What follows belongs to an exercise in optimizing a design on an open flow for small area, a short achievable clock period and few clock cycles per item; a production flow would make more cautious choices.
At most, simulation tests tie the RTL to the original design; equivalence was not proved.
The RTL of runs 3 to 5 was laid out without a check of its function.
No activity file was given, so power comes from the tool's default toggle rates.

===== design/flow/config.mk =====
export PLATFORM = sky130hd
export DESIGN_NAME = fx25_kiss_enc
export DESIGN_NICKNAME = fx25_kiss_enc
export VERILOG_FILES = /design/flow/design.v
export SDC_FILE = /design/flow/constraint.sdc
export NUM_CORES = 4
export LEC_CHECK = 0
export CAP_MARGIN = 20
export CORE_MARGIN = 2
export CORE_UTILIZATION = 60
export PLACE_DENSITY = 0.8
export SETUP_SLACK_MARGIN = 2.8
export SLEW_MARGIN = 20

===== design/flow/flow/run.sh =====
#!/bin/bash
set -euo pipefail
export BUFFER_PORTS_ARGS="-buffer_cell sky130_fd_sc_hd__buf_1"
export CTS_ARGS="-sink_clustering_enable -repair_clock_nets -dont_use_dummy_load -buf_list sky130_fd_sc_hd__clkbuf_8 -sink_clustering_size 14 -sink_clustering_max_diameter 80"
bash standard.sh > standard_flow.log 2>&1

===== design/flow/constraint.sdc =====
create_clock -name core_clock -period 5.0 [get_ports {clk}]
set_input_delay 1.0000 -clock core_clock [delete_from_list [all_inputs] [get_ports {clk}]]
set_output_delay 1.0000 -clock core_clock [all_outputs]
set_load 0.01 [all_outputs]

===== design/flow/design.v =====
module crc16_ccitt (
    input  wire        clk,
    input  wire        init,    
    input  wire        en,      
    input  wire [7:0]  data_in,
    output reg  [15:0] crc,
    output reg  [15:0] crc_next
);
    function [15:0] crc_byte;
        input [15:0] c;
        input [7:0]  b;
        integer k;
        reg [15:0] r;
        begin
            r = c ^ {b, 8'h00};
            for (k = 0; k < 8; k = k + 1)
                r = r[15] ? ((r << 1) ^ 16'h1021) : (r << 1);
            crc_byte = r;
        end
    endfunction
    always @(*) begin
        if (init)
            crc_next = 16'hFFFF;
        else if (en)
            crc_next = crc_byte(crc, data_in);
        else
            crc_next = crc;
    end
    always @(posedge clk)
        crc <= crc_next;
endmodule
module rs_enc_255_223 (
    input  wire       clk,
    input  wire       en,
    input  wire       dat_nx,
    input  wire [7:0] data_nx,
    output wire [7:0] par_out
);
    function [7:0] gen_coef;
        input integer k;
        begin
            case (k)
                0:  gen_coef = 8'h01;  1:  gen_coef = 8'h5B;  2:  gen_coef = 8'h7F;
                3:  gen_coef = 8'h56;  4:  gen_coef = 8'h10;  5:  gen_coef = 8'h1E;
                6:  gen_coef = 8'h0D;  7:  gen_coef = 8'hEB;  8:  gen_coef = 8'h61;
                9:  gen_coef = 8'hA5;  10: gen_coef = 8'h08;  11: gen_coef = 8'h2A;
                12: gen_coef = 8'h36;  13: gen_coef = 8'h56;  14: gen_coef = 8'hAB;
                15: gen_coef = 8'h20;  16: gen_coef = 8'h71;  17: gen_coef = 8'h20;
                18: gen_coef = 8'hAB;  19: gen_coef = 8'h56;  20: gen_coef = 8'h36;
                21: gen_coef = 8'h2A;  22: gen_coef = 8'h08;  23: gen_coef = 8'hA5;
                24: gen_coef = 8'h61;  25: gen_coef = 8'hEB;  26: gen_coef = 8'h0D;
                27: gen_coef = 8'h1E;  28: gen_coef = 8'h10;  29: gen_coef = 8'h56;
                30: gen_coef = 8'h7F;  31: gen_coef = 8'h5B;
                default: gen_coef = 8'h01;
            endcase
        end
    endfunction
    function [7:0] gf_mul;
        input [7:0] a;
        input [7:0] b;
        integer k;
        reg [7:0] r;
        begin
            r = 8'h00;
            for (k = 7; k >= 0; k = k - 1) begin
                r = r[7] ? ((r << 1) ^ 8'h87) : (r << 1);
                if (b[k])
                    r = r ^ a;
            end
            gf_mul = r;
        end
    endfunction
    reg  [7:0] par [0:31];    
    reg  [7:0] fb;            
    assign par_out = par[0];
    wire [7:0] par0_nx = en ? (par[1] ^ gf_mul(fb, gen_coef(31))) : par[0];
    integer j;
    always @(posedge clk) begin
        fb <= (data_nx ^ par0_nx) & {8{dat_nx}};
        if (en) begin
            for (j = 0; j < 31; j = j + 1)
                par[j] <= par[j+1] ^ gf_mul(fb, gen_coef(31 - j));
            par[31] <= fb;
        end
    end
endmodule
module fx25_kiss_enc (
    input  wire        clk,
    input  wire        rst,
    input  wire        chunk_valid,
    output reg         chunk_ready,
    input  wire [7:0]  chunk_len,
    input  wire [47:0] dst_call,      
    input  wire [3:0]  dst_ssid,
    input  wire [47:0] src_call,      
    input  wire [3:0]  src_ssid,
    input  wire        in_valid,
    output reg         in_ready,
    input  wire [7:0]  in_data,
    output reg         out_valid,
    input  wire        out_ready,
    output reg  [7:0]  out_data,
    output reg         out_last,
    output reg  [15:0] skip_count
);
    localparam I_IDLE = 0, I_CMD = 1, I_TAG = 2, I_HDR = 3, I_CTL = 4, I_PID = 5,
               I_PAY = 6, I_FCS0 = 7, I_FCS1 = 8, I_PAD = 9, I_PAR = 10, I_FEND1 = 11;
    localparam [7:0] FEND = 8'hC0, FESC = 8'hDB, TFEND = 8'hDC, TFESC = 8'hDD;
    localparam [7:0] MAX_PAYLOAD = 8'd150;
    wire       len_ok = (chunk_len <= MAX_PAYLOAD);
    reg        dv;           
    reg [7:0]  owed;         
    reg        pb_v;
    reg [7:0]  pb0;
    reg [11:0] ph;
    reg [7:0]  cnt;
    reg [6:0]  jc;           
    reg        a_valid, a_rs, a_crc, a_par, a_cw, a_last;
    reg [7:0]  a;
    reg        b_valid, b_rs, b_par, b_cw, b_last;
    reg [7:0]  b;
    reg        esc_pend, esc_fend;
    reg        fl_on;
    reg        skip_evt;
    wire [15:0] crc, crc_next;
    wire [7:0]  par_out;
    wire [13:0] js;
    assign js[0] = !jc[6] && !jc[0];
    assign js[7] =  jc[6] &&  jc[0];
    genvar gi;
    generate
        for (gi = 1; gi < 7; gi = gi + 1) begin : g_js
            assign js[gi]     =  jc[gi-1] && !jc[gi];
            assign js[gi + 7] = !jc[gi-1] &&  jc[gi];
        end
    endgenerate
    wire [7:0] tag_byte = ({8{js[0]}} & 8'hCC) | ({8{js[1]}} & 8'h8F) |
                          ({8{js[2]}} & 8'h8A) | ({8{js[3]}} & 8'hE4) |
                          ({8{js[4]}} & 8'h85) | ({8{js[5]}} & 8'hE2) |
                          ({8{js[6]}} & 8'h98) | ({8{js[7]}} & 8'h01);
    wire [7:0] hdr_byte = ({8{js[0]}}  & {dst_call[46:40], 1'b0}) |
                          ({8{js[1]}}  & {dst_call[38:32], 1'b0}) |
                          ({8{js[2]}}  & {dst_call[30:24], 1'b0}) |
                          ({8{js[3]}}  & {dst_call[22:16], 1'b0}) |
                          ({8{js[4]}}  & {dst_call[14:8],  1'b0}) |
                          ({8{js[5]}}  & {dst_call[6:0],   1'b0}) |
                          ({8{js[6]}}  & {3'b011, dst_ssid, 1'b0}) |
                          ({8{js[7]}}  & {src_call[46:40], 1'b0}) |
                          ({8{js[8]}}  & {src_call[38:32], 1'b0}) |
                          ({8{js[9]}}  & {src_call[30:24], 1'b0}) |
                          ({8{js[10]}} & {src_call[22:16], 1'b0}) |
                          ({8{js[11]}} & {src_call[14:8],  1'b0}) |
                          ({8{js[12]}} & {src_call[6:0],   1'b0}) |
                          ({8{js[13]}} & {3'b011, src_ssid, 1'b1});
    wire       advance = !out_valid || out_ready;
    wire       take    = b_valid && advance && !esc_pend;    
    wire       mv      = a_valid && (!b_valid || take);      
    wire [7:0] ob      = b_par ? par_out : b;
    wire       ob_fend = (ob == FEND);
    wire       ob_esc  = b_cw && (ob_fend || (ob == FESC));
    wire tag_end  = js[7];
    wire hdr_end  = js[13];
    wire pad_end  = (cnt == 8'd222);
    wire par_end  = (cnt[4:0] == 5'd31);
    wire push     = in_valid && in_ready;
    wire pay_has  = pb_v || push;
    wire pay_last = pb_v ? (owed == 8'd0) : (push && (owed == 8'd1));
    wire pay_none = (owed == 8'd0) && !pb_v;
    wire s_has = !((ph[I_IDLE] && (!dv || fl_on)) ||
                   (ph[I_PAY] && !pay_has));
    wire s_ld = s_has && (!a_valid || mv);                   
    wire pop  = s_ld && ph[I_PAY];
    crc16_ccitt u_crc (
        .clk      (clk),
        .init     (s_ld && ph[I_IDLE]),
        .en       (mv && a_crc),
        .data_in  (a),
        .crc      (crc),
        .crc_next (crc_next)
    );
    wire [7:0] b_nx    = mv ? a : b;
    wire       b_rs_nx = !rst && (mv ? a_rs : b_rs);
    rs_enc_255_223 u_rs (
        .clk     (clk),
        .en      ((take && (b_rs || b_par)) || fl_on),
        .dat_nx  (b_rs_nx),
        .data_nx (b_nx),
        .par_out (par_out)
    );
    wire [7:0] nb = ({8{ph[I_IDLE] | ph[I_FEND1]}} & FEND) |
                    ({8{ph[I_TAG]}}  & tag_byte) |
                    ({8{ph[I_HDR]}}  & hdr_byte) |
                    ({8{ph[I_CTL]}}  & 8'h03) |
                    ({8{ph[I_PID]}}  & 8'hF0) |
                    ({8{ph[I_PAY]}}  & (pb_v ? pb0 : in_data)) |
                    ({8{ph[I_FCS0]}} & ~crc_next[7:0]) |
                    ({8{ph[I_FCS1]}} & ~crc[15:8]);
    wire nb_rs   = ph[I_HDR] | ph[I_CTL] | ph[I_PID] | ph[I_PAY] | ph[I_FCS0] | ph[I_FCS1] | ph[I_PAD];
    wire nb_crc  = ph[I_HDR] | ph[I_CTL] | ph[I_PID] | ph[I_PAY];
    wire nb_par  = ph[I_PAR];
    wire nb_cw   = !(ph[I_IDLE] | ph[I_CMD] | ph[I_FEND1]);
    wire nb_last = ph[I_FEND1];
    wire       own       = ph[I_CMD] | ph[I_TAG] | ph[I_HDR];
    wire       hdr_done  = s_ld && ph[I_HDR] && hdr_end;
    wire       cr_next   = !chunk_ready &&
                           (hdr_done || (!own && chunk_valid && !len_ok));
    wire       owed_load = chunk_ready && len_ok;
    wire [7:0] owed_next = owed_load ? chunk_len : (owed - {7'd0, push});
    wire       owed_nz   = owed_load ? (chunk_len != 8'd0)
                                     : ((owed != 8'd0) && !((owed == 8'd1) && push));
    wire       pb_v_next = pb_v ? !pop : (push && !pop);
    always @(posedge clk) begin
        if (!pb_v)
            pb0 <= in_data;
        if (s_ld) begin
            a <= nb;
            a_rs <= nb_rs; a_crc <= nb_crc; a_par <= nb_par; a_cw <= nb_cw; a_last <= nb_last;
        end
        b    <= b_nx;
        b_rs <= b_rs_nx;
        if (mv) begin
            b_par <= a_par; b_cw <= a_cw; b_last <= a_last;
        end
        if (take) begin
            out_data <= ob_esc ? FESC : ob;
            out_last <= b_last;
            esc_fend <= ob_fend;
        end else if (advance && esc_pend) begin
            out_data <= esc_fend ? TFEND : TFESC;
            out_last <= 1'b0;
        end
        if (skip_evt && (skip_count != 16'hFFFF))
            skip_count <= skip_count + 16'd1;
        if (rst) begin
            dv          <= 1'b0;
            chunk_ready <= 1'b0;
            in_ready    <= 1'b0;
            owed        <= 8'd0;
            pb_v        <= 1'b0;
            ph          <= 12'd1 << I_IDLE;
            a_valid     <= 1'b0;
            b_valid     <= 1'b0;
            esc_pend    <= 1'b0;
            out_valid   <= 1'b0;
            skip_evt    <= 1'b0;
            skip_count  <= 16'd0;
            fl_on       <= 1'b1;
            cnt         <= 8'd0;
        end else begin
            dv          <= chunk_valid && len_ok && !chunk_ready;
            chunk_ready <= cr_next;
            owed        <= owed_next;
            in_ready    <= owed_nz && !pb_v_next;
            pb_v        <= pb_v_next;
            skip_evt    <= chunk_valid && chunk_ready && !len_ok;
            if (fl_on) begin
                cnt <= cnt + 8'd1;
                if (cnt[4:0] == 5'd31)
                    fl_on <= 1'b0;
            end
            if (s_ld)
                a_valid <= 1'b1;
            else if (mv)
                a_valid <= 1'b0;
            if (mv)
                b_valid <= 1'b1;
            else if (take)
                b_valid <= 1'b0;
            if (advance) begin
                out_valid <= b_valid || esc_pend;
                if (esc_pend)
                    esc_pend <= 1'b0;
                else if (b_valid)
                    esc_pend <= ob_esc;
            end
            if (s_ld) begin
                if (ph[I_CMD] || (ph[I_TAG] && tag_end) || (ph[I_PAD] && pad_end))
                    cnt <= 8'd0;
                else
                    cnt <= cnt + 8'd1;
                if (ph[I_CMD] || (ph[I_TAG] && tag_end))
                    jc <= 7'd0;
                else
                    jc <= {jc[5:0], !jc[6]};
                ph[I_IDLE]  <= ph[I_FEND1];
                ph[I_CMD]   <= ph[I_IDLE];
                ph[I_TAG]   <= ph[I_CMD] | (ph[I_TAG] & !tag_end);
                ph[I_HDR]   <= (ph[I_TAG] & tag_end) | (ph[I_HDR] & !hdr_end);
                ph[I_CTL]   <= ph[I_HDR] & hdr_end;
                ph[I_PID]   <= ph[I_CTL];
                ph[I_PAY]   <= (ph[I_PID] & !pay_none) | (ph[I_PAY] & !pay_last);
                ph[I_FCS0]  <= (ph[I_PID] & pay_none) | (ph[I_PAY] & pay_last);
                ph[I_FCS1]  <= ph[I_FCS0];
                ph[I_PAD]   <= ph[I_FCS1] | (ph[I_PAD] & !pad_end);
                ph[I_PAR]   <= (ph[I_PAD] & pad_end) | (ph[I_PAR] & !par_end);
                ph[I_FEND1] <= ph[I_PAR] & par_end;
            end
        end
    end
endmodule

===== design/flow/standard.sh =====
#!/bin/bash
# synth_recipe.tcl (not shown) runs the flow's synth.tcl, then flattens the netlist and writes it again
# the make line also repeats each setting of config.mk as NAME=value (left out here)
make -C /OpenROAD-flow-scripts/flow DESIGN_CONFIG=/design/flow/config.mk WORK_HOME=/design/flow/orfs CLKGATE_MAP_FILE= SYNTH_SCRIPT=/design/flow/synth_recipe.tcl "${@:-finish}"

==> results of run 1 <==
==> report_power, final <==
part           total [mW]  leakage, nW  internal [mW]  switching (mW)
Sequential           5.87         3.86           5.18           0.684
Clock                1.50        0.223          0.551           0.953
Combinational        3.52         2.86           1.81            1.70
Total                10.9         6.94           7.55            3.34
==> per-stage QoR <==
| step | setup WS [ns] | util (%) | power [mW] | instances |
|---|---|---|---|---|
| 6_report | 2.78 | 68.0 | 10.9 | 1861 |
| 4_1_cts | 2.77 | 67.3 | 10.9 | 1854 |
| 5_1_grt | 2.67 | 68.0 | 11.5 | 1861 |
| 3_5_place_dp | 1.71 | 64.3 | 9.23 | 1788 |
| 2_1_floorplan | 2.04 | - | 8.39 | 1302 |
| 3_3_place_gp | 1.72 | 64.3 | 9.06 | 1788 |
==> synth_stat cells (9+ instances only) <==
| master | n |
|---|---|
| nor3_1 | 16 |
| xnor2_4 | 9 |
| a221oi_1 | 20 |
| dfxtp_1 | 95 |
| xnor2_2 | 15 |
| xnor2_1 | 306 |
| a22oi_1 | 26 |
| nand2_1 | 61 |
| nand3_1 | 21 |
| o21ai_0 | 16 |
| mux2i_1 | 25 |
| a211oi_1 | 11 |
| a21oi_1 | 28 |
| clkbuf_1 | 28 |
| inv_1 | 25 |
| nor2_1 | 66 |
| mux2_2 | 16 |
| buf_2 | 12 |
| xor2_1 | 72 |
| o211ai_1 | 10 |
| edfxtp_1 | 289 |
==> how the worst max path moves through the flow <==
stage	from	to	slack, ns	cells after the start
after floorplan	out_ready	u_rs.fb[0]$_DFF_P_	2.04	7
after global placement	out_ready	u_rs.par[0][1]$_DFFE_PN_	1.72	5
after detailed placement	out_ready	u_rs.par[0][1]$_DFFE_PN_	1.71	5
after CTS	out_data[1]$_SDFFCE_PN0P_	out_data[1]	2.77	1
after global routing	jc[0]$_SDFFCE_PP0P_	a[1]$_DFFE_PP_	2.67	5
final	jc[0]$_SDFFCE_PP0P_	a[1]$_DFFE_PP_	2.78	5
==> worst max-delay path: stages (launching register included) <==
cell and delay [ns]:
edfxtp_1 0.51, buf_4 0.26, a221oi_1 0.33, o21ai_0 0.15, o31ai_1 0.47, o2111ai_1 0.21
==> cell families (layout without fill, tap and decap cells) <==
kind of cell	after synthesis	after routing	synth area share (%)
buf+inv	82	256	2.21
other cells	0	1	0
flops	384	384	60.0
xor+xnor	411	411	22.7
fa+ha+maj	6	6	0.426
mux	41	41	2.44
compound gates	158	158	6.41
simple gates	220	220	5.88
==> timing repair <==
action,4_1_cts,5_1_grt
buffers inserted,33,6
gates resized for setup,41,36
pin swaps,7,3
gates cloned,2,0
endpoints found under the setup margin,437,231
==> per-layer routing <==
metal | up-vias | share of wire (%)
li1 | 4957 | -
met1 | 5180 | 42
met2 | 403 | 49
met3 | 86 | 5.2
met4 | 0 | 3.0
met5 | - | 0
==> layout make-up <==
class / instances / area share [%]
diodes: 1 / 0.0128
clock buffers: 31 / 2.18
inverters: 30 / 0.766
multi-input cells: 836 / 35.4
flip-flops and latches: 384 / 54.1
well taps: 384 / 2.45
repair buffers: 193 / 5.00
repair inverters: 2 / 0.102
==> sequential cells by signal, indices dropped and copies added, names as in the netlist, 7 cells and up <==
name and cells:
a 8, b 8, cnt 8, jc 7
out_data 8, owed 8, pb0 8, ph 12
skip_count 16, u_crc.crc 16, u_rs.fb 8, u_rs.par 256
==> results.yml, run 1 <==
run_status:
  status: "no timing/DRC/antenna violations"
global_routing:
  groute.usage.overall_pct: 25.2
  grtUsageMet1_pct: 33.9
  met2_usage_pct: 43.2
  grt_pass1_vias: 10800
  overflow: 0
  grt_max_degree: 89
  grt_pass1_wl_um: 60300
  grt_antenna_before_repair: 1
  grt.busiest_layer: "met2"
  met3_usage_pct: 3.48
cts:
  root_buffer: "clkbuf_8"
  cts_hold_buf: 0
  clock_path_buffers: 3
  cts_tree: "done"
  clk_pin_slew_worst_paths_ns: 0.10
  htreeDepth: 1
  clock_latency_ns: 0.62
  numCtsBuffers: 31
  clock_sinks: 384
power_and_ir_drop:
  power_density_nw_per_um2: 555
  p_leak_nw: 6.94
  ir_drop_mv: 0.262
worst_setup_path:
  reg2reg_from: "jc[0]$_SDFFCE_PP0P_"
  critical_path_peak_fanout: 17
  r2r_slack_ns: 2.78
  crit_type: "flip-flop to flip-flop"
  startpoint_type: "flip-flop"
  end_kind: "flip-flop"
  reg2regPathDepth: 5
  r2r_end: "a[1]$_DFFE_PP_"
  cp.required_ns: 5.30
  crit_arrival_ns: 2.52
layout:
  finalInstanceArea_um2: 19600
  nFillCells: 2048
  mostFrequentLayoutCell: "xnor2_1"
  drive_gt1_share_pct: 12.9
  seqCellArea_um2: 10600
  multiInputGateArea_um2: 6950
  final_cell_mix: "xnor2_1, edfxtp_1, buf_1, dfxtp_1, xor2_1"
  area_growth_pct: 11.2
  layout.nets: 1609
timing:
  fmax_mhz: 450
  slew_violations: 0
  maxSlewHeadroom_pct: 34.9
  setup_violations: 0
  holdWs_ns: 0.439
  hold_viol: 0
  tightest_slew_ns: 0.976
  tns_ns: 0
  fin_crit_sh_pct: 44.4
  fin_crit_ns: 2.22
  grt_setup_unrepaired: "true"
  finalClockSkew_ns: 0.0608
placement:
  port_buffers: 140
  placed_cell_area_um2: 18500
  hpwl_um: 25300
  gp_congestion: 0.942
logic_synthesis:
  synth-edff-count: 289
  seq_area_frac_synth_pct: 60.0
  syn-cell-area_um2: 17600
  synth_top_area_share_pct: 49.2
  synth_ff_type: "edfxtp_1"
  synth_top_cell_by_area: "edfxtp_1"
  postSynthAreaPerCell_um2: 13.5
  synth_fp_nets: 1433
  ys_types: 64
  ys_top_cells_by_area: "edfxtp_1, xnor2_1, dfxtp_1, xor2_1, mux2i_1"
  yosys_warnings: 4
  synthCells: 1302
  synth-async-reset-ratio_pct: 0
  ys_ff_latch: 384
hold_path:
  hp-start: "a_par$_DFFE_PP_"
  hold_class: "flip-flop to flip-flop"
  min_delay_worst_endpoint: "b_par$_DFFE_PP_"
  hold_depth: 0
detailed_routing:
  vias_per_cell: 5.71
  routed_wl_um: 38500
  drtIter0Drc: 952
  ant_nets: 0
  drc: 0
  wl_per_cell_um: 20.7
  first_pass_iters: 5
  vias: 10600
floorplan:
  initial_core_util_pct: 61.1
  boundaryPins: 153
  fp.coreArea_um2: 28900
  dieHeight_um: 175
  die_x_um: 175
  num_rows: 62
  die-area_um2: 30800
run:
  maxCapViolations: 0
Testbench counts, summed over its fixed seeds: cycles 34,444, frames 128.
==> inputs of run 2 (changes only) <==
--- a/design/flow/config.mk
+++ b/design/flow/config.mk
@@ -10,4 +10,4 @@
 export CORE_UTILIZATION = 60
 export PLACE_DENSITY = 0.8
-export SETUP_SLACK_MARGIN = 2.8
+export SETUP_SLACK_MARGIN = 2.85
 export SLEW_MARGIN = 20
==> run 2 against run 1 <==
Compared with the run above:
- synthesized cell count is the same
- clock-buffer cell count is the same
- non-clock buffer count grew 24
- global-route usage shrank 0.42 points
- cell count grew 1.3%
- die area is the same
- sequential share of layout area shrank 0.95 points
- register-to-register slack gained 0.12 ns
- clock power is essentially flat
- via count grew 1.5%
- design area grew 2.1%
- critical path type is now flip-flop to primary output
- sequential cell count is the same
==> results.yml, run 2 <==
layout:
  drive_gt1_share_pct: 16.8
  antennaDiodeCount: 0
  fin_cells: 1885
  largest_reg_flops: 256
  area_growth_pct: 13.5
  mostFrequentLayoutCell: "xnor2_1"
  reg_top3: "u_rs.par: 256 flops, skip_count: 16 flops, u_crc.crc: 16 flops"
  final_cell_mix: "xnor2_1, edfxtp_1, buf_1, dfxtp_1, xor2_1"
  layout.nets: 1634
  top_register: "u_rs.par"
timing:
  maxSlewHeadroom_pct: 49.4
  fmax_mhz: 464
  finalClockSkew_ns: 0.0356
  tightest_slew_ns: 0.755
  grt_setup_unrepaired: "true"
  slew_violations: 0
  hold_viol: 0
  setup_violations: 0
  tns_ns: 0
  fin_crit_sh_pct: 43.1
  fin_crit_ns: 2.15
logic_synthesis:
  yosysMostFrequentCell: "xnor2_1"
  yosys_warnings: 4
  synthCells: 1302
  synth-async-reset-ratio_pct: 0
  seq_area_frac_synth_pct: 60.0
  synth-edff-count: 289
  postSynthAreaPerCell_um2: 13.5
  synth_top_cell_by_area: "edfxtp_1"
  synth_top_area_share_pct: 49.2
  synth_ff_type: "edfxtp_1"
  ys_top_cells_by_area: "edfxtp_1, xnor2_1, dfxtp_1, xor2_1, mux2i_1"
  synth_fp_nets: 1433
  ys_types: 64
  synth_common_cells: "xnor2_1, edfxtp_1, dfxtp_1"
  ys_ff_latch: 384
  syn-cell-area_um2: 17600
placement:
  gp_congestion: 0.898
  port_buffers: 140
  dp_cells: 1791
  hpwl_um: 25200
floorplan:
  initial_core_util_pct: 61.1
  dieHeight_um: 175
  boundaryPins: 153
  die_x_um: 175
  fp.coreArea_um2: 28900
  num_rows: 62
  die-area_um2: 30800
worst_setup_path:
  startpoint_type: "flip-flop"
  cp.required_ns: 4.00
  slowest_stage: "edfxtp_1"
  crit_arrival_ns: 1.15
  end_kind: "primary output"
  crit_buf_inv: 1
  worstPathCellList: "clkbuf_2"
  crit_type: "flip-flop to primary output"
  critical_path_peak_fanout: 1
  cp_top_family: "flip-flops"
  r2r_slack_ns: 2.90
  critical_path.max_stage_delay_ns: 0.40
cts:
  clock_path_buffers: 3
  clock_sinks: 384
  root_buffer: "clkbuf_8"
  cts_tree: "done"
  clock_latency_ns: 0.61
  numCtsBuffers: 31
  clk_pin_slew_worst_paths_ns: 0.09
  htreeDepth: 1
detailed_routing:
  first_pass_iters: 5
  drtIter0Drc: 830
  drc: 0
  vias: 10800
  vias_per_cell: 5.72
  wl_per_cell_um: 20.7
  ant_nets: 0
  routed_wl_um: 38900
power_and_ir_drop:
  ir_drop_mv: 0.259
  power_density_nw_per_um2: 551
  p_leak_nw: 7.19
  finalPower_mw: 11.0
run:
  maxCapViolations: 0
global_routing:
  grt_pass1_vias: 10800
  grt_pass1_wl_um: 59300
  grt_antenna_before_repair: 0
  groute.usage.overall_pct: 24.8
  grt_max_degree: 92
  overflow: 0
run_status:
  status: "no timing/DRC/antenna violations"
hold_path:
  hold_class: "flip-flop to flip-flop"
## run 2: cell count changes in the layout (fill, tap and decap cells not counted), moves of 7 or more
cell and delta:
buf_1 -23, buf_4 +19, buf_2 +11, dfxtp_1 -9, dfxtp_4 +9, clkbuf_2 +7
## run 2: kinds of logic after synthesis
group | Yosys count | synth area share [%]
AOI/OAI and AO/OA | 158 | 6.41
xor gates and xnor gates | 411 | 22.7
adders and majority gates | 6 | 0.426
buffers and inverters | 82 | 2.21
DFF | 384 | 60.0
muxes | 41 | 2.44
and+or+nand+nor | 220 | 5.88
## run 2: worst reg2reg max path, stage by stage (launching register included)
cell     delay (ns)
dfxtp_4        0.41
buf_8          0.20
xnor2_4        0.15
buf_8          0.23
xnor3_2        0.42
xnor2_2        0.16
mux2i_1        0.17
xor2_1         0.17
nor2_1         0.06
## run 2: path summary, 6_finish.rpt
kind / start / end / depth (start not counted)
worst min-delay path: a_cw$_DFFE_PP_ / b_cw$_DFFE_PP_ / 0
worst min register to register: a_cw$_DFFE_PP_ / b_cw$_DFFE_PP_ / 0
worst max register to register: u_rs.fb[5]$_DFF_P_ / u_rs.fb[1]$_DFF_P_ / 8
worst max-delay path: out_data[6]$_SDFFCE_PP1P_ / out_data[6] / 1
## run 2: final cells by class
cell class	count	area, um2
timing repair inverter	3	27.5
clock buffer	31	427
fill	1977	8830
sequential	384	10600
multi-input combinational	836	7020
inverter	30	149
tap	384	480
timing repair buffer	217	1280
## run 2: metal layers
metal	GRT usage, %	routed length, um	vias up
li1	-	-	4998
met1	32.6	15800	5299
met2	43.5	19700	407
met3	2.79	2190	83
met4	7.44	1260	0
met5	0	0	-
## run 2: timing repair
action	in CTS	in global routing
resized for setup	84	52
endpoints found under the setup margin	438	145
cloned	3	0
setup buffers	36	24
hold buffers	0	0
pin swaps	7	3
## run 2: where the power goes
| group | internal (mW) | total, mW | switching (mW) |
|---|---|---|---|
| Sequential | 5.18 | 5.90 | 0.715 |
| Combinational | 1.88 | 3.62 | 1.74 |
| Clock | 0.552 | 1.51 | 0.963 |
## run 2: stage by stage
stage	cell area, um2	hold slack (ns)	setup WS (ns)	utilization (%)
2_1_floorplan	17800	0.400	2.04	-
3_3_place_gp	18600	0.401	1.74	64.4
3_5_place_dp	18600	0.405	1.67	64.4
4_1_cts	19600	0.426	2.75	67.9
5_1_grt	20000	0.453	2.78	69.4
6_report	20000	0.426	2.85	69.4
==> inputs of run 3 (changes only) <==
--- a/design/flow/design.v
+++ b/design/flow/design.v
@@ -121,4 +121,6 @@
     reg [7:0]  b;
     reg        esc_pend, esc_fend;
+    reg        sk_v, sk_last;    
+    reg [7:0]  sk_data;
     reg        fl_on;
     reg        skip_evt;
@@ -154,9 +156,12 @@
                           ({8{js[13]}} & {3'b011, src_ssid, 1'b1});
     wire       advance = !out_valid || out_ready;
-    wire       take    = b_valid && advance && !esc_pend;    
+    wire       prod    = (b_valid || esc_pend) && !sk_v;
+    wire       take    = b_valid && !esc_pend && !sk_v;      
     wire       mv      = a_valid && (!b_valid || take);      
     wire [7:0] ob      = b_par ? par_out : b;
     wire       ob_fend = (ob == FEND);
     wire       ob_esc  = b_cw && (ob_fend || (ob == FESC));
+    wire [7:0] pbyte   = esc_pend ? (esc_fend ? TFEND : TFESC) : (ob_esc ? FESC : ob);
+    wire       plast   = !esc_pend && b_last;
     wire tag_end  = js[7];
     wire hdr_end  = js[13];
@@ -222,11 +227,17 @@
             b_par <= a_par; b_cw <= a_cw; b_last <= a_last;
         end
-        if (take) begin
-            out_data <= ob_esc ? FESC : ob;
-            out_last <= b_last;
+        if (take)
             esc_fend <= ob_fend;
-        end else if (advance && esc_pend) begin
-            out_data <= esc_fend ? TFEND : TFESC;
-            out_last <= 1'b0;
+        if (advance) begin
+            if (sk_v) begin
+                out_data <= sk_data;
+                out_last <= sk_last;
+            end else if (prod) begin
+                out_data <= pbyte;
+                out_last <= plast;
+            end
+        end else if (prod) begin
+            sk_data <= pbyte;
+            sk_last <= plast;
         end
         if (skip_evt && (skip_count != 16'hFFFF))
@@ -242,4 +253,5 @@
             b_valid     <= 1'b0;
             esc_pend    <= 1'b0;
+            sk_v        <= 1'b0;
             out_valid   <= 1'b0;
             skip_evt    <= 1'b0;
@@ -267,10 +279,11 @@
             else if (take)
                 b_valid <= 1'b0;
+            if (prod)
+                esc_pend <= !esc_pend && ob_esc;
             if (advance) begin
-                out_valid <= b_valid || esc_pend;
-                if (esc_pend)
-                    esc_pend <= 1'b0;
-                else if (b_valid)
-                    esc_pend <= ob_esc;
+                out_valid <= sk_v || prod;
+                sk_v      <= 1'b0;
+            end else if (prod) begin
+                sk_v      <= 1'b1;
             end
             if (s_ld) begin
==> design/flow/flow/run.sh (replaced) <==
#!/bin/bash
set -euo pipefail
export BUFFER_PORTS_ARGS="-buffer_cell sky130_fd_sc_hd__buf_1"
export CTS_ARGS="-sink_clustering_enable -repair_clock_nets -dont_use_dummy_load -buf_list sky130_fd_sc_hd__clkbuf_16 -sink_clustering_size 20 -sink_clustering_max_diameter 100"
bash standard.sh > standard_flow.log 2>&1
--- a/design/flow/config.mk
+++ b/design/flow/config.mk
@@ -8,6 +8,5 @@
 export CAP_MARGIN = 20
 export CORE_MARGIN = 2
-export CORE_UTILIZATION = 60
-export PLACE_DENSITY = 0.8
+export CORE_UTILIZATION = 70
 export SETUP_SLACK_MARGIN = 2.85
 export SLEW_MARGIN = 20
==> run 3 against run 2 <==
Compared with the run above:
- synthesized cell count up 3.1%
- total power down 17%
- sequential power down 9.3%
- sequential share of layout area about the same
- critical path type is now flip-flop to flip-flop
- clock power up 21%
==> results.yml, run 3 <==
worst_setup_path:
  end_kind: "flip-flop"
  cp.required_ns: 5.27
  critical_path_peak_fanout: 6
  crit_type: "flip-flop to flip-flop"
  crit_arrival_ns: 2.43
  r2r_slack_ns: 2.83
  reg2reg_from: "u_rs.fb[2]$_DFF_P_"
  setup.worst_path.end: "u_rs.par[1][1]$_DFFE_PN_"
  critPathLaunch: "u_rs.fb[2]$_DFF_P_"
  reg2regPathDepth: 7
  r2r_end: "u_rs.par[1][1]$_DFFE_PN_"
  startpoint_type: "flip-flop"
cts:
  clock_latency_ns: 0.55
  root_buffer: "clkbuf_16"
  cts_tree: "done"
  clock_path_buffers: 3
  numCtsBuffers: 23
  clk_pin_slew_worst_paths_ns: 0.08
  clock_sinks: 394
  cts_hold_buf: 0
  htreeDepth: 1
logic_synthesis:
  ys_top_cells_by_area: "edfxtp_1, xnor2_1, dfxtp_1, xor2_1, mux2_2"
  ys_ff_latch: 394
  synth-async-reset-ratio_pct: 0
  ys_types: 68
  yosys_warnings: 4
  seq_area_frac_synth_pct: 60.1
  synth_top_cell_by_area: "edfxtp_1"
  syn-cell-area_um2: 18100
  synth_common_cells: "edfxtp_1, xnor2_1, dfxtp_1"
  synth_ff_type: "edfxtp_1"
  yosysMostFrequentCell: "edfxtp_1"
  synth_fp_nets: 1474
  synth-edff-count: 298
  synthCells: 1343
  postSynthAreaPerCell_um2: 13.5
  synth_top_area_share_pct: 49.5
layout:
  top_register: "u_rs.par"
  largest_reg_flops: 256
  layout.nets: 1655
  reg_top3: "u_rs.par: 256 flops, skip_count: 16 flops, u_crc.crc: 16 flops"
  nFillCells: 1334
  final_cell_mix: "edfxtp_1, xnor2_1, buf_1, xor2_1, dfxtp_1"
  drive_gt1_share_pct: 14.5
  seqCellArea_um2: 10900
  multiInputGateArea_um2: 7360
  antennaDiodeCount: 0
  mostFrequentLayoutCell: "edfxtp_1"
  area_growth_pct: 13.7
timing:
  hold_viol: 0
  tightest_slew_ns: 0.887
  tns_ns: 0
  fin_crit_ns: 2.17
  grt_setup_unrepaired: "true"
  finalClockSkew_ns: 0.0437
  slew_violations: 0
  setup_violations: 0
  maxSlewHeadroom_pct: 40.9
  worst_slack_ns: 2.83
  fin_crit_sh_pct: 43.4
  fmax_mhz: 461
floorplan:
  num_rows: 58
  fp.coreArea_um2: 25300
  boundaryPins: 153
  initial_core_util_pct: 71.6
  die_x_um: 165
  die-area_um2: 27100
  dieHeight_um: 165
detailed_routing:
  ant_nets: 0
  wl_per_cell_um: 21.8
  vias: 11200
  drtIter0Drc: 1060
  first_pass_iters: 6
  drc: 0
  routed_wl_um: 40300
  vias_per_cell: 6.07
placement:
  hpwl_um: 25100
  port_buffers: 140
  gp_congestion: 0.872
  place_ws_ns: 1.87
global_routing:
  groute.usage.overall_pct: 29.6
  grt.busiest_layer: "met2"
  grt_antenna_before_repair: 0
  grtUsageMet1_pct: 39.5
  grt_pass1_wl_um: 61500
  overflow: 0
  grt_pass1_vias: 11200
  grt_max_degree: 70
  met3_usage_pct: 2.59
  met2_usage_pct: 52.2
run_status:
  status: "no timing/DRC/antenna violations"
power_and_ir_drop:
  ir_drop_mv: 0.476
  power_density_nw_per_um2: 447
  p_leak_nw: 7.77
hold_path:
  hp-start: "a_par$_DFFE_PP_"
  hold_class: "flip-flop to flip-flop"
run:
  maxCapViolations: 0
run 3: changes by cell type after synthesis, moves of 8 or more:
| cell | delta |
|---|---|
| xnor2_2 | -10 |
| mux2_2 | +8 |
| nor2b_1 | +14 |
| xnor2_1 | -15 |
| edfxtp_1 | +9 |
| xor2_1 | +23 |
| mux2i_1 | -8 |
run 3: cell type report:
| cell class | count | area share (%) |
|---|---|---|
| Inverter | 31 | 0.773 |
| Tap cell | 330 | 2.01 |
| Timing Repair Buffer | 207 | 5.47 |
| Sequential cell | 394 | 53.1 |
| Multi-Input combinational cell | 866 | 35.8 |
| Timing Repair inverter | 1 | 0.0426 |
| Clock buffer | 23 | 2.80 |
run 3: routing by layer:
layer / up-vias / part of all wire (%)
met5: - / 0
met4: 0 / 3.5
met3: 91 / 5.0
met2: 430 / 51
met1: 5566 / 40
li1: 5158 / -
run 3: repair_timing:
| item | 4_1_cts | 5_1_grt |
|---|---|---|
| resized for setup | 72 | 33 |
| cloned | 2 | 0 |
| setup endpoints to repair | 335 | 158 |
| pin swaps | 8 | 3 |
| setup buffers | 40 | 12 |
run 3: worst max-delay path, stage by stage, from the launching register on:
cell	delay (ns)
dfxtp_4	0.40
buf_4	0.19
xnor2_4	0.25
xor2_4	0.37
xor2_4	0.15
buf_12	0.17
xor2_4	0.19
xnor2_1	0.18
run 3: where the power goes:
part           leakage (nW)  switching, mW  internal [mW]  total [mW]
sequential             4.19          0.585           4.77        5.35
clock                 0.283          0.997          0.819        1.82
combinational          3.30          0.952           1.08        2.03
total                  7.77           2.53           6.66        9.20
run 3: how the worst min path moves through the flow:
stage	end	slack (ns)	cells past startpoint
after floorplan	b_cw$_DFFE_PP_	0.40	0
after global placement	b_par$_DFFE_PP_	0.40	0
after detailed placement	b_par$_DFFE_PP_	0.42	0
after CTS	b_par$_DFFE_PP_	0.44	0
after global routing	b_last$_DFFE_PP_	0.45	0
final	b_par$_DFFE_PP_	0.44	0
run 3: through the flow:
stage               utilization (%)  power [mW]  instance area [um2]  instances  hold slack (ns)
finish                         81.4        9.20                20600       1852            0.441
global route                   81.4        9.57                20600       1852            0.451
CTS                            80.4        9.09                20300       1840            0.438
detailed placement             75.3        7.19                19000       1775            0.418
global placement               75.3        7.09                19000       1775            0.402
floorplan                         -        6.66                18300       1343            0.400
run 3: kinds of logic (layout without fill, tap and decap cells):
kind of cell             after synthesis  in the layout  share of synthesized area [%]
buffers and inverters                 84            262                           2.01
multiplexers                          41             41                           2.44
AO/OA/AOI/OAI                        181            181                           7.32
adder cells (fa/ha/maj)                6              6                          0.415
AND/OR/NAND/NOR                      229            230                           6.28
XOR/XNOR                             408            408                           21.4
flip-flops                           394            394                           60.1
==> inputs of run 4 (changes only) <==
--- a/design/flow/design.v
+++ b/design/flow/design.v
@@ -32,8 +32,11 @@
 module rs_enc_255_223 (
     input  wire       clk,
+    input  wire       clr,       
     input  wire       en,
-    input  wire       dat_nx,
-    input  wire [7:0] data_nx,
-    output wire [7:0] par_out
+    input  wire       ld,
+    input  wire       ld_rs,
+    input  wire [7:0] ld_data,
+    output wire [7:0] par_out,
+    output wire [7:0] fb_out
 );
     function [7:0] gen_coef;
@@ -74,8 +77,12 @@
     reg  [7:0] fb;            
     assign par_out = par[0];
+    assign fb_out  = fb;
     wire [7:0] par0_nx = en ? (par[1] ^ gf_mul(fb, gen_coef(31))) : par[0];
     integer j;
     always @(posedge clk) begin
-        fb <= (data_nx ^ par0_nx) & {8{dat_nx}};
+        if (clr)
+            fb <= 8'h00;
+        else if (ld)
+            fb <= ld_rs ? (ld_data ^ par0_nx) : ld_data;
         if (en) begin
             for (j = 0; j < 31; j = j + 1)
@@ -119,8 +126,6 @@
     reg [7:0]  a;
     reg        b_valid, b_rs, b_par, b_cw, b_last;
-    reg [7:0]  b;
+    wire [7:0] b_fb;         
     reg        esc_pend, esc_fend;
-    reg        sk_v, sk_last;    
-    reg [7:0]  sk_data;
     reg        fl_on;
     reg        skip_evt;
@@ -156,12 +161,9 @@
                           ({8{js[13]}} & {3'b011, src_ssid, 1'b1});
     wire       advance = !out_valid || out_ready;
-    wire       prod    = (b_valid || esc_pend) && !sk_v;
-    wire       take    = b_valid && !esc_pend && !sk_v;      
+    wire       take    = b_valid && advance && !esc_pend;    
     wire       mv      = a_valid && (!b_valid || take);      
-    wire [7:0] ob      = b_par ? par_out : b;
+    wire [7:0] ob      = b_par ? par_out : (b_rs ? (b_fb ^ par_out) : b_fb);
     wire       ob_fend = (ob == FEND);
     wire       ob_esc  = b_cw && (ob_fend || (ob == FESC));
-    wire [7:0] pbyte   = esc_pend ? (esc_fend ? TFEND : TFESC) : (ob_esc ? FESC : ob);
-    wire       plast   = !esc_pend && b_last;
     wire tag_end  = js[7];
     wire hdr_end  = js[13];
@@ -184,12 +186,13 @@
         .crc_next (crc_next)
     );
-    wire [7:0] b_nx    = mv ? a : b;
-    wire       b_rs_nx = !rst && (mv ? a_rs : b_rs);
     rs_enc_255_223 u_rs (
         .clk     (clk),
+        .clr     (rst),
         .en      ((take && (b_rs || b_par)) || fl_on),
-        .dat_nx  (b_rs_nx),
-        .data_nx (b_nx),
-        .par_out (par_out)
+        .ld      (mv),
+        .ld_rs   (a_rs),
+        .ld_data (a),
+        .par_out (par_out),
+        .fb_out  (b_fb)
     );
     wire [7:0] nb = ({8{ph[I_IDLE] | ph[I_FEND1]}} & FEND) |
@@ -222,22 +225,14 @@
             a_rs <= nb_rs; a_crc <= nb_crc; a_par <= nb_par; a_cw <= nb_cw; a_last <= nb_last;
         end
-        b    <= b_nx;
-        b_rs <= b_rs_nx;
         if (mv) begin
-            b_par <= a_par; b_cw <= a_cw; b_last <= a_last;
+            b_rs <= a_rs; b_par <= a_par; b_cw <= a_cw; b_last <= a_last;
         end
-        if (take)
+        if (take) begin
+            out_data <= ob_esc ? FESC : ob;
+            out_last <= b_last;
             esc_fend <= ob_fend;
-        if (advance) begin
-            if (sk_v) begin
-                out_data <= sk_data;
-                out_last <= sk_last;
-            end else if (prod) begin
-                out_data <= pbyte;
-                out_last <= plast;
-            end
-        end else if (prod) begin
-            sk_data <= pbyte;
-            sk_last <= plast;
+        end else if (advance && esc_pend) begin
+            out_data <= esc_fend ? TFEND : TFESC;
+            out_last <= 1'b0;
         end
         if (skip_evt && (skip_count != 16'hFFFF))
@@ -252,6 +247,6 @@
             a_valid     <= 1'b0;
             b_valid     <= 1'b0;
+            b_rs        <= 1'b0;
             esc_pend    <= 1'b0;
-            sk_v        <= 1'b0;
             out_valid   <= 1'b0;
             skip_evt    <= 1'b0;
@@ -279,11 +274,10 @@
             else if (take)
                 b_valid <= 1'b0;
-            if (prod)
-                esc_pend <= !esc_pend && ob_esc;
             if (advance) begin
-                out_valid <= sk_v || prod;
-                sk_v      <= 1'b0;
-            end else if (prod) begin
-                sk_v      <= 1'b1;
+                out_valid <= b_valid || esc_pend;
+                if (esc_pend)
+                    esc_pend <= 1'b0;
+                else if (b_valid)
+                    esc_pend <= ob_esc;
             end
             if (s_ld) begin
--- a/design/flow/config.mk
+++ b/design/flow/config.mk
@@ -8,5 +8,5 @@
 export CAP_MARGIN = 20
 export CORE_MARGIN = 2
-export CORE_UTILIZATION = 70
-export SETUP_SLACK_MARGIN = 2.85
+export CORE_UTILIZATION = 60
+export SETUP_SLACK_MARGIN = 2.8
 export SLEW_MARGIN = 20
==> run 4 against run 3 <==
Compared with the run above:
- non-clock buffer count increased by 11
- largest power group unchanged
- synthesized cell count increased by 1.6%
- core utilization decreased by 11 points
- clock power down 5%
- routed wire length is 5.9% lower
- clock-buffer cell count decreased by 1
- combinational power is 46% higher
- total power increased by 13%
- still clean
- design area fell by 1.6%
- critical endpoint is now out_data[0]$_DFFE_PP_
- cell count grew 4.8%
- register-to-register slack worse by 0.06 ns
==> results.yml, run 4 <==
run_status:
  status: "no timing/DRC/antenna violations"
floorplan:
  boundaryPins: 153
  dieHeight_um: 175
  die_x_um: 175
  initial_core_util_pct: 61.0
  fp.coreArea_um2: 28800
  die-area_um2: 30700
  num_rows: 62
placement:
  port_buffers: 140
  gp_congestion: 0.824
  hpwl_um: 24700
  placed_cell_area_um2: 18600
  dp_cells: 1851
detailed_routing:
  ant_nets: 0
  routed_wl_um: 37900
  vias: 11000
  drtIter0Drc: 854
  first_pass_iters: 7
  vias_per_cell: 5.66
  wl_per_cell_um: 19.6
  drc: 0
logic_synthesis:
  syn-cell-area_um2: 17600
  postSynthAreaPerCell_um2: 12.9
  synth_fp_nets: 1496
  synth_common_cells: "xnor2_1, edfxtp_1, dfxtp_1"
  synth_top_cell_by_area: "edfxtp_1"
  synth_ff_type: "edfxtp_1"
  seq_area_frac_synth_pct: 59.3
  synthCells: 1365
  ys_ff_latch: 376
  synth-edff-count: 289
  synth_top_area_share_pct: 49.4
  synth-async-reset-ratio_pct: 0
  yosysMostFrequentCell: "xnor2_1"
  yosys_warnings: 4
  ys_top_cells_by_area: "edfxtp_1, xnor2_1, dfxtp_1, xor2_1, nor2_1"
  ys_types: 69
worst_setup_path:
  critical_path_peak_fanout: 6
  crit_type: "flip-flop to flip-flop"
  startpoint_type: "flip-flop"
  end_kind: "flip-flop"
  cp.required_ns: 5.37
  crit_arrival_ns: 2.60
layout:
  antennaDiodeCount: 0
  fin_cells: 1940
  layout.nets: 1689
  reg_top3: "u_rs.par: 256 flops, skip_count: 16 flops, u_crc.crc: 16 flops"
  nFillCells: 2052
  drive_gt1_share_pct: 13.7
  mostFrequentLayoutCell: "xnor2_1"
  largest_reg_flops: 256
  area_growth_pct: 15.1
  top_register: "u_rs.par"
  finalInstanceArea_um2: 20200
  final_cell_mix: "xnor2_1, edfxtp_1, buf_1, dfxtp_1, xor2_1"
timing:
  fin_crit_sh_pct: 44.6
  tightest_slew_ns: 0.880
  fmax_mhz: 449
  tns_ns: 0
  grt_setup_unrepaired: "true"
  maxSlewHeadroom_pct: 40.9
  holdWs_ns: 0.424
  finalClockSkew_ns: 0.0194
  fin_crit_ns: 2.23
  setup_violations: 0
  hold_viol: 0
  slew_violations: 0
cts:
  clock_path_buffers: 3
  cts_hold_buf: 0
  clock_sinks: 376
  clock_latency_ns: 0.53
  cts_tree: "done"
  root_buffer: "clkbuf_16"
  clk_pin_slew_worst_paths_ns: 0.08
  htreeDepth: 1
  numCtsBuffers: 22
global_routing:
  grt_pass1_wl_um: 59300
  groute.usage.overall_pct: 24.8
  grt_antenna_before_repair: 0
  overflow: 0
  grt_pass1_vias: 10800
  grt_max_degree: 131
power_and_ir_drop:
  ir_drop_mv: 0.308
  p_leak_nw: 7.04
  power_density_nw_per_um2: 516
  finalPower_mw: 10.4
run:
  maxCapViolations: 0
hold_path:
  hold_class: "flip-flop to flip-flop"
==> run 4: report_power, final <==
| group | internal (mW) | switching, mW | total [mW] |
|---|---|---|---|
| Clock | 0.784 | 0.945 | 1.73 |
| Sequential | 5.03 | 0.703 | 5.74 |
| Combinational | 1.59 | 1.38 | 2.97 |
| Total | 7.41 | 3.02 | 10.4 |
==> run 4: metrics by stage <==
step	util [%]	worst slack (ns)
3_3_place_gp	64.5	1.60
3_5_place_dp	64.5	1.57
6_report	70.3	2.77
4_1_cts	69.0	2.74
5_1_grt	70.3	2.67
2_1_floorplan	-	2.38
==> run 4: area by class of cell <==
type	instances	area [um2]	area share (%)
Clock buffer	22	551	2.72
Inverter	30	160	0.792
Multi-Input combinational cell	906	7280	36.0
Sequential cell	376	10400	51.6
Tap cell	384	480	2.38
Timing Repair Buffer	218	1260	6.21
Timing Repair inverter	4	47.5	0.235
==> run 4: per-layer routing <==
layer / vias to the layer above / GRT usage (%) / part of all wire (%)
met1: 5387 / 33.5 / 43
met5: - / 0 / 0
met4: 0 / 5.56 / 2.1
met2: 302 / 43.1 / 50
li1: 5250 / - / -
met3: 49 / 3.20 / 4.6
==> run 4: what timing repair did <==
action                                  4_1_cts  5_1_grt
endpoints found under the setup margin      207      175
gates resized for setup                      57       48
buffers inserted                             44       19
gates cloned                                  4        0
pin swaps                                    11       13
==> run 4: path summary, 6_finish.rpt <==
check        cells past startpoint             start               endpoint  slack (ns)
min                              0  a_last$_DFFE_PP_       b_last$_DFFE_PP_        0.42
min reg2reg                      0  a_last$_DFFE_PP_       b_last$_DFFE_PP_        0.42
max                              6   b_par$_DFFE_PP_  out_data[0]$_DFFE_PP_        2.77
max reg2reg                      6   b_par$_DFFE_PP_  out_data[0]$_DFFE_PP_        2.77
==> run 4: worst max-delay path, cell delays in order (launching register included) <==
cell and delay [ns]:
edfxtp_1 0.58, clkinvlp_4 0.23, o21ai_2 0.12, a32oi_4 0.08
or4_4 0.55, a211o_4 0.38, a31oi_4 0.14
==> run 4: logic make-up (layout without fill, tap and decap cells) <==
group           Yosys count  in the layout  share of synthesized area, %
compound gates          205            205                          7.88
xor+xnor                415            415                          22.1
fa+ha+maj                 6              6                         0.427
buf+inv                  83            274                          1.94
flops                   376            376                          59.3
mux                      18             18                          1.11
simple gates            262            262                          7.20
==> inputs of run 5 (changes only) <==
--- a/design/flow/config.mk
+++ b/design/flow/config.mk
@@ -9,4 +9,5 @@
 export CORE_MARGIN = 2
 export CORE_UTILIZATION = 60
+export PLACE_DENSITY = 0.8
 export SETUP_SLACK_MARGIN = 2.8
 export SLEW_MARGIN = 20
==> run 5 against run 4 <==
Compared with the run above:
- routed wire length up 2.0%
- setup slack improved by 0.011 ns
- fmax rose by 0.50%
- sequential cell count did not move
- synthesized cell count did not move
==> results.yml, run 5 <==
run_status:
  status: "no timing/DRC/antenna violations"
layout:
  layout.nets: 1678
  mostFrequentLayoutCell: "xnor2_1"
  top_register: "u_rs.par"
  utilization_pct: 69.3
  nFillCells: 1972
  fin_cells: 1929
  antennaDiodeCount: 0
  area_growth_pct: 13.6
  reg_top3: "u_rs.par: 256 flops, skip_count: 16 flops, u_crc.crc: 16 flops"
  final_cell_mix: "xnor2_1, edfxtp_1, buf_1, xor2_1, dfxtp_1"
  finalInstanceArea_um2: 19900
  largest_reg_flops: 256
  drive_gt1_share_pct: 12.0
placement:
  place_ws_ns: 1.58
  hpwl_um: 24800
  placed_cell_area_um2: 18600
  dp_cells: 1850
  port_buffers: 140
  gp_congestion: 0.932
logic_synthesis:
  syn-cell-area_um2: 17600
  synth-edff-count: 289
  seq_area_frac_synth_pct: 59.3
  synth_top_area_share_pct: 49.4
  ys_ff_latch: 376
  synth_ff_type: "edfxtp_1"
  yosysMostFrequentCell: "xnor2_1"
  synth_fp_nets: 1496
  synth-async-reset-ratio_pct: 0
  synthCells: 1365
  yosys_warnings: 4
  synth_common_cells: "xnor2_1, edfxtp_1, dfxtp_1"
  ys_types: 69
  postSynthAreaPerCell_um2: 12.9
  synth_top_cell_by_area: "edfxtp_1"
  ys_top_cells_by_area: "edfxtp_1, xnor2_1, dfxtp_1, xor2_1, nor2_1"
floorplan:
  die-area_um2: 30700
  fp.coreArea_um2: 28800
  dieHeight_um: 175
  initial_core_util_pct: 61.0
  boundaryPins: 153
  die_x_um: 175
  num_rows: 62
cts:
  clock_path_buffers: 3
  clk_pin_slew_worst_paths_ns: 0.08
  numCtsBuffers: 22
  root_buffer: "clkbuf_16"
  cts_tree: "done"
  clock_sinks: 376
  htreeDepth: 1
  clock_latency_ns: 0.54
timing:
  tightest_slew_ns: 0.771
  holdWs_ns: 0.426
  fin_crit_sh_pct: 44.3
  fin_crit_ns: 2.22
  slew_violations: 0
  maxSlewHeadroom_pct: 48.4
  hold_viol: 0
  grt_setup_unrepaired: "true"
  worst_slack_ns: 2.78
  finalClockSkew_ns: 0.0261
  fmax_mhz: 451
  setup_violations: 0
  tns_ns: 0
worst_setup_path:
  slowest_stage: "or3b_2"
  startpoint_type: "flip-flop"
  r2r_slack_ns: 2.78
  reg2regPathDepth: 7
  crit_type: "flip-flop to flip-flop"
  cp.required_ns: 5.37
  critical_path_peak_fanout: 5
  end_kind: "flip-flop"
  worstPathCellList: "buf_4 -> or3b_2 -> a21oi_1 -> o21ai_0 -> a32o_2 -> a211o_4 -> a31oi_2"
  critical_path.max_stage_delay_ns: 0.46
  crit_arrival_ns: 2.59
hold_path:
  hold_class: "flip-flop to flip-flop"
  hold_depth: 0
global_routing:
  overflow: 0
  groute.usage.overall_pct: 24.7
  grt_max_degree: 131
  grt_antenna_before_repair: 0
  grt_pass1_vias: 10900
  grt_pass1_wl_um: 59200
detailed_routing:
  ant_nets: 0
  vias: 11200
  first_pass_iters: 6
  wl_per_cell_um: 20.1
  drtIter0Drc: 1003
  vias_per_cell: 5.81
  drc: 0
  routed_wl_um: 38700
run:
  maxCapViolations: 0
power_and_ir_drop:
  ir_drop_mv: 0.275
  p_leak_nw: 6.92
  finalPower_mw: 10.4
  power_density_nw_per_um2: 524
-- run 5: final timing paths --
kind | start | endpoint
worst max-delay path | b_par$_DFFE_PP_ | out_data[0]$_DFFE_PP_
worst min-delay path | a_par$_DFFE_PP_ | b_par$_DFFE_PP_
worst min register to register | a_par$_DFFE_PP_ | b_par$_DFFE_PP_
worst max register to register | b_par$_DFFE_PP_ | out_data[0]$_DFFE_PP_
-- run 5: critical path: cells and delay by family, from the launching register on --
kind                   cells  cell delay, ns
buffers and inverters      1            0.18
AOI/OAI and AO/OA          5            1.01
DFF                        1            0.40
and+or+nand+nor            1            0.46
-- run 5: area by class of cell --
type,count,area [um2],share of cell area (%)
multi-input combinational,906,7150,35.8
sequential,376,10500,52.4
clock buffer,22,551,2.76
tap,384,480,2.41
inverter,30,164,0.822
timing repair inverter,5,56.3,0.282
timing repair buffer,206,1090,5.46
-- run 5: report_power, final --
group          leakage, nW  switching (mW)  internal [mW]
combinational         2.89            1.40           1.54
sequential            3.76           0.727           5.04
clock                0.271           0.957          0.784
-- run 5: metal layers --
metal  track usage (%)  up-vias  wire length (um)
met3              3.05       82              2240
met1              32.7     5494             16000
li1                  -     5209                 -
met5                 0        -                 0
met2              42.7      424             19200
met4              7.64        0              1280
-- run 5: cells by family (layout without fill, tap and decap cells) --
group,count (synthesis),count (layout),share of synthesized area [%]
XOR/XNOR,415,415,22.1
buffers and inverters,83,263,1.94
multiplexers,18,18,1.11
AND/OR/NAND/NOR,262,262,7.20
flip-flops,376,376,59.3
adder cells (fa/ha/maj),6,6,0.427
AO/OA/AOI/OAI,205,205,7.88
-- run 5: repair_timing --
item | 4_1_cts | 5_1_grt
hold buffers | 0 | 0
setup buffers | 30 | 22
resized for setup | 53 | 34
endpoints found under the setup margin | 387 | 183
pin swaps | 8 | 5
gates cloned | 4 | 1

## static timing again, ports no longer ideal
In the flow no input, the clock included, has a driving cell. The finished layouts below were timed again as built, in two steps.
Step 1 assumes that a clkbuf_16 drives the clock port and a buf_2 every other input.
Step 2 moves the port delays by t, midway between the first and last clock arrival at a register: inputs arrive t later, outputs are due t later. That takes back most of the time a late clock gives input paths.
a / b / c = ideal / step 1 / step 2; a / b = the first two.
| run | shift t [ns] | setup slack, ns | worst data-port slew with drivers (ns) |
|---|---|---|---|
| run 1 | 0.632 | 2.780 / 2.762 / 2.301 | 0.07 |
| run 2 | 0.637 | 2.846 / 2.801 / 2.353 | 0.05 |
| run 3 | 0.571 | 2.832 / 2.832 / 2.378 | 0.04 |
| run 4 | 0.572 | 2.772 / 2.772 / 2.276 | 0.05 |
| run 5 | 0.576 | 2.783 / 2.783 / 2.284 | 0.05 |
After both steps every run listed still meets setup and hold. For run 5, which loses most, drivers alone change the setup slack by 0.000 ns; drivers and shift together by -0.499 ns.
